Background: an optimization exercise with open tools, aiming at small area. Do not read the settings as production practice.
Only simulation tests tie the RTL to the original design; equivalence was not proved.
Power is estimated from default activity; no workload was simulated.

`design/flow/run.sh`:
```
#!/bin/bash
# synth_recipe.tcl (not shown) runs the flow's synth.tcl, then flattens the netlist and writes it again
# the make line also repeats each setting of config.mk as NAME=value (left out here)
make -C /OpenROAD-flow-scripts/flow DESIGN_CONFIG=/design/flow/config.mk WORK_HOME=/design/flow/orfs CLKGATE_MAP_FILE= SYNTH_SCRIPT=/design/flow/synth_recipe.tcl finish
```
`design/flow/constraint.sdc`:
```
create_clock -name core_clock -period 14.0 [get_ports {clk}]
set_input_delay 2.8000 -clock core_clock [delete_from_list [all_inputs] [get_ports {clk}]]
set_output_delay 2.8000 -clock core_clock [all_outputs]
set_load 0.01 [all_outputs]
```
`design/flow/design.v`:
```
module fdc_bridge_core (
    input  wire         clk,
    input  wire         rst,
    input  wire [3:0]   op,
    input  wire [1:0]   op_idx,         
    input  wire [15:0]  op_wdata,       
    input  wire         op_drive,       
    input  wire         op_level,       
    input  wire [2:0]   op_bit,         
    input  wire [127:0] key_matrix,     
    input  wire [7:0]   ctl_data_in,    
    input  wire [7:0]   ctl_reg_in,     
    output wire [15:0]  bus_rdata,
    output wire         irq,
    output wire         dmar,
    output reg          ctl_data_wr,
    output reg          ctl_data_rd,
    output reg  [7:0]   ctl_data_out,
    output reg          ctl_reg_wr,
    output reg          ctl_reg_rd,
    output reg  [1:0]   ctl_reg_addr,
    output reg  [7:0]   ctl_reg_out,
    output reg          ctl_soft_reset,
    output reg          ctl_set_floppy,
    output wire [1:0]   ctl_floppy,
    output wire         drv_side,
    output wire [1:0]   drv_motor,
    output wire [6:0]   key_pos,
    output wire         key_pressed,
    output reg  [3:0]   rep_an,
    output reg          rep_dg1
);
    localparam [3:0] OP_NOP     = 4'd0,
                     OP_RD      = 4'd1,
                     OP_WR      = 4'd2,
                     OP_DRQ     = 4'd3,
                     OP_FIRQ    = 4'd4,
                     OP_RDY     = 4'd5,
                     OP_WP      = 4'd6,
                     OP_IDX     = 4'd7,
                     OP_MCHG    = 4'd8,
                     OP_KTICK   = 4'd9,
                     OP_KACK    = 4'd10,
                     OP_SETMASK = 4'd11,
                     OP_SETPEND = 4'd12;
    localparam [2:0] BS_IDLE = 3'd0,
                     BS_WR1  = 3'd1,
                     BS_WR2  = 3'd2,
                     BS_RD1  = 3'd3,
                     BS_RD2  = 3'd4;
    localparam [1:0] SEL_NONE = 2'd0,
                     SEL_D0   = 2'd1,
                     SEL_D1   = 2'd2;
    localparam [15:0] IDX3_READ_VALUE = 16'h64C0;
    localparam CLI = 7, DDW = 6, DEN = 5, RSC = 4, ADW = 3, SCT = 2;
    reg [2:0]   bs;
    reg [7:0]   icr;
    reg [7:0]   dcr;
    reg [15:0]  ol;
    reg [15:0]  wl;
    reg         dip;
    reg [1:0]   mc;
    reg [1:0]   mci;
    reg [1:0]   wps;
    reg [1:0]   sel;
    reg [7:0]   mask;
    reg [7:0]   pend;
    reg [127:0] kprev;
    reg [6:0]   kcur;
    reg         kevt;
    reg         kprs;
    reg         drq;
    reg         firq;
    reg [1:0]   rdy;
    reg [2:0]   bs_n;
    reg [7:0]   icr_n;
    reg [7:0]   dcr_n;
    reg [15:0]  ol_n;
    reg [15:0]  wl_n;
    reg         dip_n;
    reg [1:0]   mc_n;
    reg [1:0]   mci_n;
    reg [1:0]   wps_n;
    reg [1:0]   sel_n;
    reg [7:0]   mask_n;
    reg [7:0]   pend_n;
    reg [127:0] kprev_n;
    reg [6:0]   kcur_n;
    reg         kevt_n;
    reg         kprs_n;
    reg         drq_n;
    reg         firq_n;
    reg [1:0]   rdy_n;
    wire [127:0] kdiff  = key_matrix ^ kprev;
    wire [6:0]   kstart = kcur + 7'd1;
    wire [255:0] kdd    = {kdiff, kdiff} >> kstart;
    wire [127:0] krot   = kdd[127:0];
    reg          kfound;
    reg  [6:0]   koff;
    integer      i;
    always @(*) begin
        kfound = 1'b0;
        koff   = 7'd0;
        for (i = 127; i >= 0; i = i - 1) begin
            if (krot[i]) begin
                kfound = 1'b1;
                koff   = i[6:0];
            end
        end
    end
    wire [6:0] kpos = kstart + koff;
    reg [7:0] c;
    reg [7:0] d;
    reg [1:0] newsel;
    always @(*) begin
        bs_n    = bs;
        icr_n   = icr;
        dcr_n   = dcr;
        ol_n    = ol;
        wl_n    = wl;
        dip_n   = dip;
        mc_n    = mc;
        mci_n   = mci;
        wps_n   = wps;
        sel_n   = sel;
        mask_n  = mask;
        pend_n  = pend;
        kprev_n = kprev;
        kcur_n  = kcur;
        kevt_n  = kevt;
        kprs_n  = kprs;
        drq_n   = drq;
        firq_n  = firq;
        rdy_n   = rdy;
        ctl_data_wr    = 1'b0;
        ctl_data_rd    = 1'b0;
        ctl_data_out   = 8'h00;
        ctl_reg_wr     = 1'b0;
        ctl_reg_rd     = 1'b0;
        ctl_reg_addr   = 2'd0;
        ctl_reg_out    = 8'h00;
        ctl_soft_reset = 1'b0;
        ctl_set_floppy = 1'b0;
        rep_an         = 4'b0000;
        rep_dg1        = 1'b0;
        c      = op_wdata[15:8];
        d      = op_wdata[7:0];
        newsel = SEL_NONE;
        case (op)
        OP_RD: begin
            if (op_idx == 2'd0 || op_idx == 2'd2) begin
                if (bs == BS_RD2) begin
                    bs_n = BS_IDLE;
                    if (op_idx == 2'd2) begin
                        icr_n[DEN] = 1'b0;
                        dip_n      = 1'b1;
                        pend_n[4]  = 1'b1;
                    end
                end else begin
                    rep_an[0] = 1'b1;
                end
            end
        end
        OP_WR: begin
            if (op_idx == 2'd1) begin
                if (c[RSC]) begin
                    bs_n    = BS_IDLE;
                    icr_n   = 8'h00;
                    dcr_n   = 8'hFF;
                    ol_n    = 16'h0000;
                    wl_n    = 16'h0000;
                    dip_n   = 1'b0;
                    mc_n    = 2'b00;
                    mci_n   = 2'b00;
                    wps_n   = 2'b00;
                    sel_n   = SEL_NONE;
                    mask_n  = 8'h00;
                    pend_n  = 8'h00;
                    kprev_n = 128'd0;
                    kcur_n  = 7'd0;
                    kevt_n  = 1'b0;
                    kprs_n  = 1'b0;
                    ctl_set_floppy = 1'b1;
                    ctl_soft_reset = 1'b1;
                end
                icr_n = c;
                if (c[CLI]) begin
                    dip_n = 1'b0;
                    mci_n = 2'b00;
                end
                if (c[ADW]) begin
                    if (c[SCT]) begin
                        ctl_reg_wr   = 1'b1;
                        ctl_reg_addr = c[1:0];
                        ctl_reg_out  = ~d;
                    end else begin
                        dcr_n = d;
                        if (d[2]) mc_n[0] = 1'b0;
                        if (d[5]) mc_n[1] = 1'b0;
                        if (!d[3] && !d[0]) rep_dg1 = 1'b1;
                        if (!d[3])      newsel = SEL_D1;
                        else if (!d[0]) newsel = SEL_D0;
                        else            newsel = SEL_NONE;
                        if (newsel != sel_n) begin
                            sel_n          = newsel;
                            ctl_set_floppy = 1'b1;
                        end
                    end
                end else begin
                    if (c[SCT]) begin
                        ctl_reg_rd   = 1'b1;
                        ctl_reg_addr = c[1:0];
                        ol_n[7:0]    = ~ctl_reg_in;
                    end else begin
                        ol_n[7:0] = dcr_n;
                    end
                end
                ol_n[15:8] = {firq, dip_n, mc_n[1], wps_n[1], rdy[1],
                              mc_n[0], wps_n[0], rdy[0]};
                pend_n[4] = dip_n | mci_n[0] | mci_n[1];
                if (bs_n == BS_IDLE && icr_n[DEN] && drq) begin
                    if (icr_n[DDW]) begin
                        bs_n = BS_WR1;
                    end else begin
                        ctl_data_rd = 1'b1;
                        ol_n[15:8]  = ~ctl_data_in;
                        bs_n        = BS_RD1;
                    end
                end
            end else if (op_idx == 2'd0 || op_idx == 2'd2) begin
                if (bs == BS_WR1) begin
                    wl_n         = op_wdata;
                    ctl_data_wr  = 1'b1;
                    ctl_data_out = ~op_wdata[15:8];
                    bs_n         = BS_WR2;
                    if (op_idx == 2'd2) begin
                        icr_n[DEN] = 1'b0;
                        dip_n      = 1'b1;
                        pend_n[4]  = 1'b1;
                    end
                end else begin
                    rep_an[1] = 1'b1;
                end
            end
        end
        OP_DRQ: begin
            drq_n = op_level;
            if (!drq && op_level) begin
                case (bs)
                BS_IDLE: begin
                    if (icr[DEN]) begin
                        if (icr[DDW]) begin
                            bs_n = BS_WR1;
                        end else begin
                            ctl_data_rd = 1'b1;
                            ol_n[15:8]  = ~ctl_data_in;
                            bs_n        = BS_RD1;
                        end
                    end else begin
                        rep_an[2] = 1'b1;
                    end
                end
                BS_WR2: begin
                    ctl_data_wr  = 1'b1;
                    ctl_data_out = ~wl[7:0];
                    bs_n         = BS_IDLE;
                end
                BS_RD1: begin
                    ctl_data_rd = 1'b1;
                    ol_n[7:0]   = ~ctl_data_in;
                    bs_n        = BS_RD2;
                end
                default: begin
                    rep_an[3] = 1'b1;
                end
                endcase
            end
        end
        OP_FIRQ: begin
            firq_n = op_level;
        end
        OP_RDY: begin
            rdy_n[op_drive] = op_level;
        end
        OP_WP: begin
            if ((!op_drive && sel == SEL_D0) || (op_drive && sel == SEL_D1))
                wps_n[op_drive] = ~op_level;
        end
        OP_MCHG: begin
            mc_n[op_drive]  = 1'b1;
            mci_n[op_drive] = 1'b1;
            pend_n[4]       = 1'b1;
        end
        OP_KTICK: begin
            if (!kevt && kfound) begin
                kcur_n        = kpos;
                kprev_n[kpos] = key_matrix[kpos];
                kprs_n        = key_matrix[kpos];
                kevt_n        = 1'b1;
                pend_n[0]     = 1'b1;
            end
        end
        OP_KACK: begin
            kevt_n    = 1'b0;
            pend_n[0] = 1'b0;
        end
        OP_SETMASK: begin
            mask_n[op_bit] = op_level;
        end
        OP_SETPEND: begin
            if (op_bit != 3'd0 && op_bit != 3'd4)
                pend_n[op_bit] = op_level;
        end
        default: ;
        endcase
        if (rst) begin
            ctl_data_wr    = 1'b0;
            ctl_data_rd    = 1'b0;
            ctl_reg_wr     = 1'b0;
            ctl_reg_rd     = 1'b0;
            ctl_soft_reset = 1'b0;
            ctl_set_floppy = 1'b1;
            rep_an         = 4'b0000;
            rep_dg1        = 1'b0;
        end
    end
    always @(posedge clk) begin
        if (rst) begin
            bs    <= BS_IDLE;
            icr   <= 8'h00;
            dcr   <= 8'hFF;
            ol    <= 16'h0000;
            wl    <= 16'h0000;
            dip   <= 1'b0;
            mc    <= 2'b00;
            mci   <= 2'b00;
            wps   <= 2'b00;
            sel   <= SEL_NONE;
            mask  <= 8'h00;
            pend  <= 8'h00;
            kprev <= 128'd0;
            kcur  <= 7'd0;
            kevt  <= 1'b0;
            kprs  <= 1'b0;
        end else begin
            bs    <= bs_n;
            icr   <= icr_n;
            dcr   <= dcr_n;
            ol    <= ol_n;
            wl    <= wl_n;
            dip   <= dip_n;
            mc    <= mc_n;
            mci   <= mci_n;
            wps   <= wps_n;
            sel   <= sel_n;
            mask  <= mask_n;
            pend  <= pend_n;
            kprev <= kprev_n;
            kcur  <= kcur_n;
            kevt  <= kevt_n;
            kprs  <= kprs_n;
        end
    end
    always @(posedge clk) begin
        if (!rst) begin
            drq  <= drq_n;
            firq <= firq_n;
            rdy  <= rdy_n;
        end
    end
    assign bus_rdata   = (op_idx == 2'd3) ? IDX3_READ_VALUE : ol;
    assign irq         = |(mask & pend);
    assign dmar        = (bs == BS_WR1) || (bs == BS_RD2);
    assign ctl_floppy  = rst ? SEL_NONE : sel_n;
    assign drv_side    = ~dcr[7];
    assign drv_motor   = {~dcr[4], ~dcr[1]};
    assign key_pos     = kcur;
    assign key_pressed = kprs;
endmodule
```
`design/flow/config.mk`:
```
export PLATFORM = sky130hd
export DESIGN_NAME = fdc_bridge_core
export DESIGN_NICKNAME = fdc_bridge_core
export VERILOG_FILES = /design/flow/design.v
export SDC_FILE = /design/flow/constraint.sdc
export NUM_CORES = 4
export LEC_CHECK = 0
export CAP_MARGIN = 20
export CORE_MARGIN = 2
export CORE_UTILIZATION = 40
export PLACE_DENSITY = 0.6
export SLEW_MARGIN = 20
```
==> impl_metrics.ini <==
[route]
drt-wirelength-per-cell_microns = 36.38
drc = 0
dr.pass1.iters = 9
postRouteAntennaNets = 0
num_vias = 35070
drtIter0Drc = 5345
drt_wl_total_microns = 171500
avgViaCountPerCell = 7.439

[final_layout]
final_util = 0.4543
nets = 3846
fin_cells = 4714
fin_area_sq_um = 34560
layout-area-overhead-vs-synth_pct = 12.19
drive_gt1_frac = 0.1470
layout_commonest_cell = nor2_1
final_cell_mix = nor2_1 (293), nand2_1 (286), mux4_2 (278)

[floorplanning]
die_x_microns = 281.5
rows = 101
die_area_sq_um = 79250
num_io_pins = 233
initial_core_util = 0.4049
fp.dieH_microns = 281.5
core_sq_um = 76080

[critical_path]
worst-path-max-fanout = 20
worstSetupPathType = in -> reg
required_ns = 14.39
arrival_ns = 12.90
critPathLaunchType = input port
cp-end-kind = flop

[yosys]
yosysUniqueCellTypes = 108
synth-xor-area-share = 0.07335
synth_seq_cells = 203
synth_edf_count = 4
synth_compound_area_frac = 0.2675
ys.flop_type = dfxtp_1
yosysSeqAreaShare = 0.1332
synth-simple-area-share = 0.1610
yosys.area_share.adder = 0.005930
synthesis.nets = 3812
syn_area_sq_um = 30800
synth_cells = 3625
yosys_warnings = 1
synth_top_family_by_area = multiplexers
syn_area_per_cell_sq_um = 8.498
synthArstFlopShare = 0
synthMuxAreaShare = 0.3051

[cts]
cts_hold_buffers = 0
clk_latency_ns = 0.55
cts_root_buffer = clkbuf_16
cts_made_buffers = 23
cts_tree = built
cts.clk_slew.worst_paths_ns = 0.07
post_cts_buffers = 0
ctsLongestPathBuffers = 3
cts.repair.resized = 0
htreeDepth = 1
cts.sinks = 203

[timing]
fin_crit_ns = 12.51
slew_headroom = 0.1736
fmax_ghz = 0.07995
fin_worst_skew_ns = 0.01447
maxSlewViolCount = 0
fin_crit_sh = 0.8934
rsz0062_at_grt = no
hold_viol = 0
finalSetupViolCount = 0
setup_tns_ns = 0
worst_pin_slew_ns = 1.234

[worst_hold_path]
hold_path.class = reg -> reg

[placement]
dpl.hpwl_microns = 138000
portBuffers = 232
dpl.cell_count = 4662
gp_congestion = 1.108
placed_cell_area_sq_um = 33740

[power]
power_density_nw_per_um2 = 77.14
power_mw = 2.666
leakagePower_nw = 12.24
ir_drop_mv = 0.09184

[grt]
grt_max_degree = 124
grt_pass1_vias = 32200
grt_overflow = 0
track_usage = 0.4207
antenna_found_initial = 14
grt_pass1_wl_microns = 242100

[run]
maxCapViolCount = 0

[status]
status = timing/DRC/antenna clean
## layout make-up
type                       count  area (sq um)
antenna                       11         27.53
clock buffer                  28         604.3
clock inverter                11         142.6
fill                        7714         41510
inverter                      48         203.9
multi-input combinational   3071         25190
sequential                   203          4108
tap                         1030          1289
timing repair buffer         312          3000
## worst paths after layout
check | from | endpoint | slack [ns] | cells past startpoint
min reg2reg | wl[6] | wl[6] | 0.46 | 2
max | key_matrix[72] | kprev[120] | 1.49 | 26
min | wl[6] | wl[6] | 0.46 | 2
max reg2reg | kcur[0] | kprev[120] | 2.49 | 27
## flip-flops by register name, indices dropped and copies added (netlist names), named ones only
signal / cells
kprev: 128
ol: 16
dcr: 8
mask: 8
pend: 8
wl: 8
kcur: 7
bs: 3
icr: 2
mc: 2
mci: 2
sel: 2
dip: 1
drq: 1
firq: 1
kevt: 1
kprs: 1
## layer usage
metal  global-route usage  vias to the layer above  share of wire
li1                     -                    14490              -
met3               0.1065                      656           0.12
met5                    0                        -       0.000070
met4               0.3160                        2          0.091
met1               0.5410                    17160           0.37
met2               0.6060                     2758           0.41
## where the power goes
part | total [mW] | internal, mW | switching (mW) | leakage, nW
Clock | 0.630 | 0.363 | 0.268 | 0.368
Combinational | 1.45 | 0.484 | 0.963 | 10.2
Sequential | 0.589 | 0.583 | 0.00555 | 1.64
## cells in the mapped netlist, types with 26 or more instances
master    count  area share
nand3_1     110       0.018
a21o_1       39      0.0095
a22oi_1      42       0.010
mux2_2       54       0.020
xnor2_1     109       0.031
xor2_1      134       0.038
o22ai_1     166       0.034
mux4_2      278        0.20
clkbuf_1    148       0.018
buf_1        26      0.0032
a21oi_1     188       0.031
mux2i_1     246       0.080
nand2b_1     33      0.0067
dfxtp_1     199        0.13
nor2_1      296       0.036
a31oi_1      30      0.0061
and2_1       33      0.0067
nor3_1       81       0.013
o21ai_0     148       0.024
nor4_1       28      0.0057
nand2_1     288       0.035
o211ai_1    119       0.029
inv_1        42      0.0051
o31ai_1      97       0.024
a211oi_1     57       0.014
buf_2        89       0.014
## worst max-delay path, cell delays in order
cell             delay, ns
clkdlybuf4s50_1       0.52
xor2_1                0.83
mux2i_1               0.21
mux2i_1               0.74
o32ai_1               0.32
nor4_1                0.87
a21oi_1               0.28
nand2_1               0.18
a21oi_1               0.07
or3_1                 0.32
nand3_1               0.07
a221oi_1              0.07
o21ai_0               0.25
a211oi_1              0.12
or3_1                 0.39
a221oi_1              0.37
o21ai_0               0.24
fa_2                  0.71
ha_1                  0.31
inv_1                 0.14
or3_1                 0.46
nor3_1                0.92
xnor2_2               0.33
nand2_1               0.63
o311ai_0              0.58
o41ai_1               0.13
## cell families (layout without fill, tap and decap cells)
family | after synthesis | after routing
simple gates | 1036 | 1036
buf+inv | 351 | 399
xor+xnor | 249 | 249
fa+ha+maj | 14 | 14
flops | 203 | 203
other cells | 0 | 11
mux | 584 | 584
compound gates | 1188 | 1188
## through the flow
step | hold slack, ns | setup slack (ns)
2_1_floorplan | 0.4321 | 3.700
3_5_place_dp | 0.4472 | 1.509
4_1_cts | 0.4557 | 2.061
5_1_grt | 0.4728 | 1.379
6_report | 0.4551 | 1.492
3_3_place_gp | 0.4417 | 1.599

[separate check: timing with driven ports]
How much do the figures lean on ideal ports? The routed layout below was timed once more, with nothing changed but the port constraints. Step 1 (the two cells are an assumption about what drives the block):
set clk [get_ports {clk}]
set_driving_cell -lib_cell sky130_fd_sc_hd__clkbuf_16 $clk
set_driving_cell -lib_cell sky130_fd_sc_hd__buf_2 [delete_from_list [all_inputs] $clk]
Step 2 moves the port delays by t, midway between the first and last clock arrival at a register: inputs arrive t later, outputs are due t later. That takes back most of the time a late clock gives input paths. Slacks: ideal ports / drivers / drivers and shift; pairs: ideal ports / drivers.
t, ns: 0.599
slack for setup (ns): 1.492 / 1.521 / 0.922
latest minus earliest clock arrival (ns): 0.016 / 0.015
After both steps this run still meets setup and hold. The setup slack of this run moves by +0.029 ns with the drivers and by -0.570 ns with both steps.
